Background: an optimization exercise with open tools, aiming at small area. Do not read the settings as production practice. Only simulation tests tie the RTL to the original design; equivalence was not proved. No driver is modelled on the clock port, so clocking that relies on it looks cheaper here than on a real chip. Power and IR drop assume default switching activity.

run E:
// piacom_rch
module piacom_rch (
    input  wire        clk,
    input  wire        rst_n,
    input  wire        op_valid,
    input  wire [31:0] op_word,
    output wire        op_ready,
    output wire [2:0]  fault,
    output reg         started,
    input  wire        sw_n,
    output wire        sw_pullup,
    output reg         rst_out,
    output reg         rst_oe,
    output reg         tclk,
    output reg         tclk_oe,
    output reg         stb,
    output reg         stb_oe,
    input  wire        rdy,
    output reg         rtr,
    output reg         rtr_oe,
    input  wire        da,
    output reg         exp_init,
    output reg         exp_req,
    output reg         exp_we,
    output reg         exp_dev,
    output reg  [1:0]  exp_reg,
    output reg  [7:0]  exp_wdata,
    input  wire        exp_ack,
    input  wire [7:0]  exp_rdata,
    output reg         ser_init,
    input  wire        rx_avail,
    input  wire [7:0]  rx_data,
    output reg         rx_pop,
    output reg         tx_valid,
    output reg  [7:0]  tx_data,
    input  wire        tx_ready,
    output reg         have,
    output reg  [7:0]  rxb
);
For scale: ~490 cells after synthesis, ~110 I/O pins, roughly 0.0037 mm² of cells after synthesis.
clock: 10.0 ns
lec_check: 0
cap_margin: 20
core_margin: 2
core_utilization: 70
gpl_timing_driven: 0
place_density: 0.8
slew_margin: 20
standard.sh (not shown) runs the stock make flow with config.mk's settings and CLKGATE_MAP_FILE= SYNTH_SCRIPT=/design/flow/synth_recipe.tcl, a recipe that flattens the netlist after the stock synthesis.
==> flow/flow/run.sh <==
#!/bin/bash
# Layout flow: the standard synthesis, then its logic (not its
# flip-flops) re-mapped for area with Yosys/ABC, then the standard ORFS
# layout with the smallest buffer on each port and a clock tree of small
# buffers.  Each tool's output goes to a log file in the work folder.
set -euo pipefail
WORK=$(pwd)
R=$WORK/orfs/results/$FLOW_PLATFORM/piacom_rch/base
LIB=$FLOW_HOME/platforms/$FLOW_PLATFORM/lib/sky130_fd_sc_hd__tt_025C_1v80.lib
YOSYS=$(command -v yosys || echo "$FLOW_HOME/../tools/install/yosys/bin/yosys")

export BUFFER_PORTS_ARGS="-buffer_cell sky130_fd_sc_hd__buf_1"
export CTS_ARGS="-sink_clustering_enable -repair_clock_nets -buf_list sky130_fd_sc_hd__clkbuf_4 -dont_use_dummy_load"
export POST_CTS_TCL="$WORK/flow/post_cts.tcl"

# 1. standard synthesis
bash standard.sh synth > "$WORK/synth.log" 2>&1

# 2. re-map the logic, keeping flip-flops and tie cells as they are; each
#    candidate must be proven equal to the standard netlist, the smallest
#    one is kept (the standard netlist if none is)
STD=$R/1_2_yosys_std.v
cp "$R/1_2_yosys.v" "$STD"
DONT_USE=$(grep -o 'cell ("sky130_fd_sc_hd__[a-z0-9_]*")' "$LIB" | grep -E 'lpflow|probe' | sed 's/cell ("//; s/")//' | tr '\n' ' ')
KEEP=$(grep -o 'sky130_fd_sc_hd__[a-z0-9_]*' "$STD" | sort -u | grep -E '__(e?df|sdf|dl|conb)' | tr '\n' ' ')
best=""; best_area=""
for s in area area2 area3 area4 area5 area6; do
  cand=$R/1_2_yosys_$s.v
  if LIB="$LIB" DONT_USE="$DONT_USE" NETLIST="$STD" TOP="$FLOW_TOP" KEEP_CELLS="$KEEP" \
       ABC_SCRIPT="$WORK/flow/$s.abc" OUT="$cand" \
       "$YOSYS" -c "$WORK/flow/remap.tcl" > "$WORK/remap_$s.log" 2>&1 &&
     python3 "$WORK/flow/qnames.py" "$STD" "$cand" > "$WORK/qnames_$s.log" 2>&1 &&
     LIB="$LIB" GOLD="$STD" GATE="$cand" TOP="$FLOW_TOP" \
       "$YOSYS" -c "$WORK/flow/check.tcl" > "$WORK/check_$s.log" 2>&1; then
    a=$(grep 'Chip area for module' "$WORK/remap_$s.log" | tail -1 | awk '{print $NF}')
    echo "$s: proven equal, area $a" >> "$WORK/remap_choice.log"
    if [[ -z "$best" ]] || awk -v a="$a" -v b="$best_area" 'BEGIN{exit !(a<b)}'; then
      best=$cand; best_area=$a
    fi
  else
    echo "$s: refused" >> "$WORK/remap_choice.log"
  fi
done
if [[ -n "$best" ]]; then
  cp "$best" "$R/1_2_yosys.v"
  echo "using $best ($best_area)" >> "$WORK/remap_choice.log"
  rm -f "$R/1_synth.odb" "$R/1_synth.sdc"
else
  echo "using the standard netlist" >> "$WORK/remap_choice.log"
fi

# 3. layout from the chosen netlist
bash standard.sh > "$WORK/layout.log" 2>&1
==> flow/flow/post_cts.tcl <==
# After clock tree synthesis: upsize the clock tree's root buffer and each
# buffer whose flip-flop clock pins would see a slow edge (estimated from
# placement, with margin), then legalize the placement again.
estimate_parasitics -placement
set target 0.118
set upsized 0
foreach inst [get_cells *] {
  if {[get_property $inst ref_name] ne "sky130_fd_sc_hd__clkbuf_4"} { continue }
  set opin [get_pins -of_objects $inst -filter "direction == output"]
  set net [get_nets -of_objects $opin]
  set worst 0.0
  set ff 0
  foreach p [get_pins -of_objects $net -filter "direction == input"] {
    set s [get_property $p slew_max]
    if {$s > $worst} { set worst $s }
    if {[get_property $p is_register_clock]} { incr ff }
  }
  if {$ff == 0 || $worst > $target} {
    replace_cell $inst sky130_fd_sc_hd__clkbuf_8
    incr upsized
    puts "post-CTS: [get_full_name $inst] to clkbuf_8 (sinks $ff, slew [format %.3f $worst])"
  }
}
puts "post-CTS: upsized $upsized clock buffers"
if {$upsized > 0} {
  detailed_placement
  check_placement -verbose
  estimate_parasitics -placement
}
Other scripts of this flow, unchanged in this note and not shown: flow/flow/area.abc, flow/flow/area2.abc, flow/flow/area3.abc, flow/flow/area4.abc, flow/flow/area5.abc, flow/flow/area6.abc, flow/flow/check.tcl, flow/flow/qnames.py, flow/flow/remap.tcl
Run E: PASS, flow complete, no timing, DRC or antenna violations
The inputs of run C differ from those of run E as listed below.
--- a/flow/flow/post_cts.tcl
+++ b/flow/flow/post_cts.tcl
@@ -5 +5 @@
-set target 0.118
+set target 0.100
==> comparison <==
- Run C ran to completion and came out clean on the timing, design-rule and antenna checks.
- Per the comparison of run C with run E, detailed route wirelength on metal3 +160 µm, combinational group power ~0 delta, combinational share of power -0.7 points.

## what the ideal ports hide
In the flow no input, the clock included, has a driving cell. The finished layouts below were timed again as built, in two steps. Step 1 assumes that a clkbuf_16 drives the clock port and a buf_2 every other input. Step 2 also shifts input and output timing later by t, the mid clock arrival at the registers, as if the neighbouring blocks saw the same clock. a / b / c = no drivers / after step 1 / after step 2; a / b = the first two.
run | t (ns) | setup slack, ns | worst hold slack (ns) | worst setup path after step 2 | latest minus earliest clock arrival (ns)
run E | 0.384 | 5.701 / 5.671 / 6.055 | 0.422 / 0.422 / 0.422 | register to output | 0.024 / 0.023
run C | 0.386 | 5.724 / 5.693 / 6.068 | 0.426 / 0.426 / 0.426 | input to register | 0.025 / 0.025
After both steps every run listed still meets setup and hold.
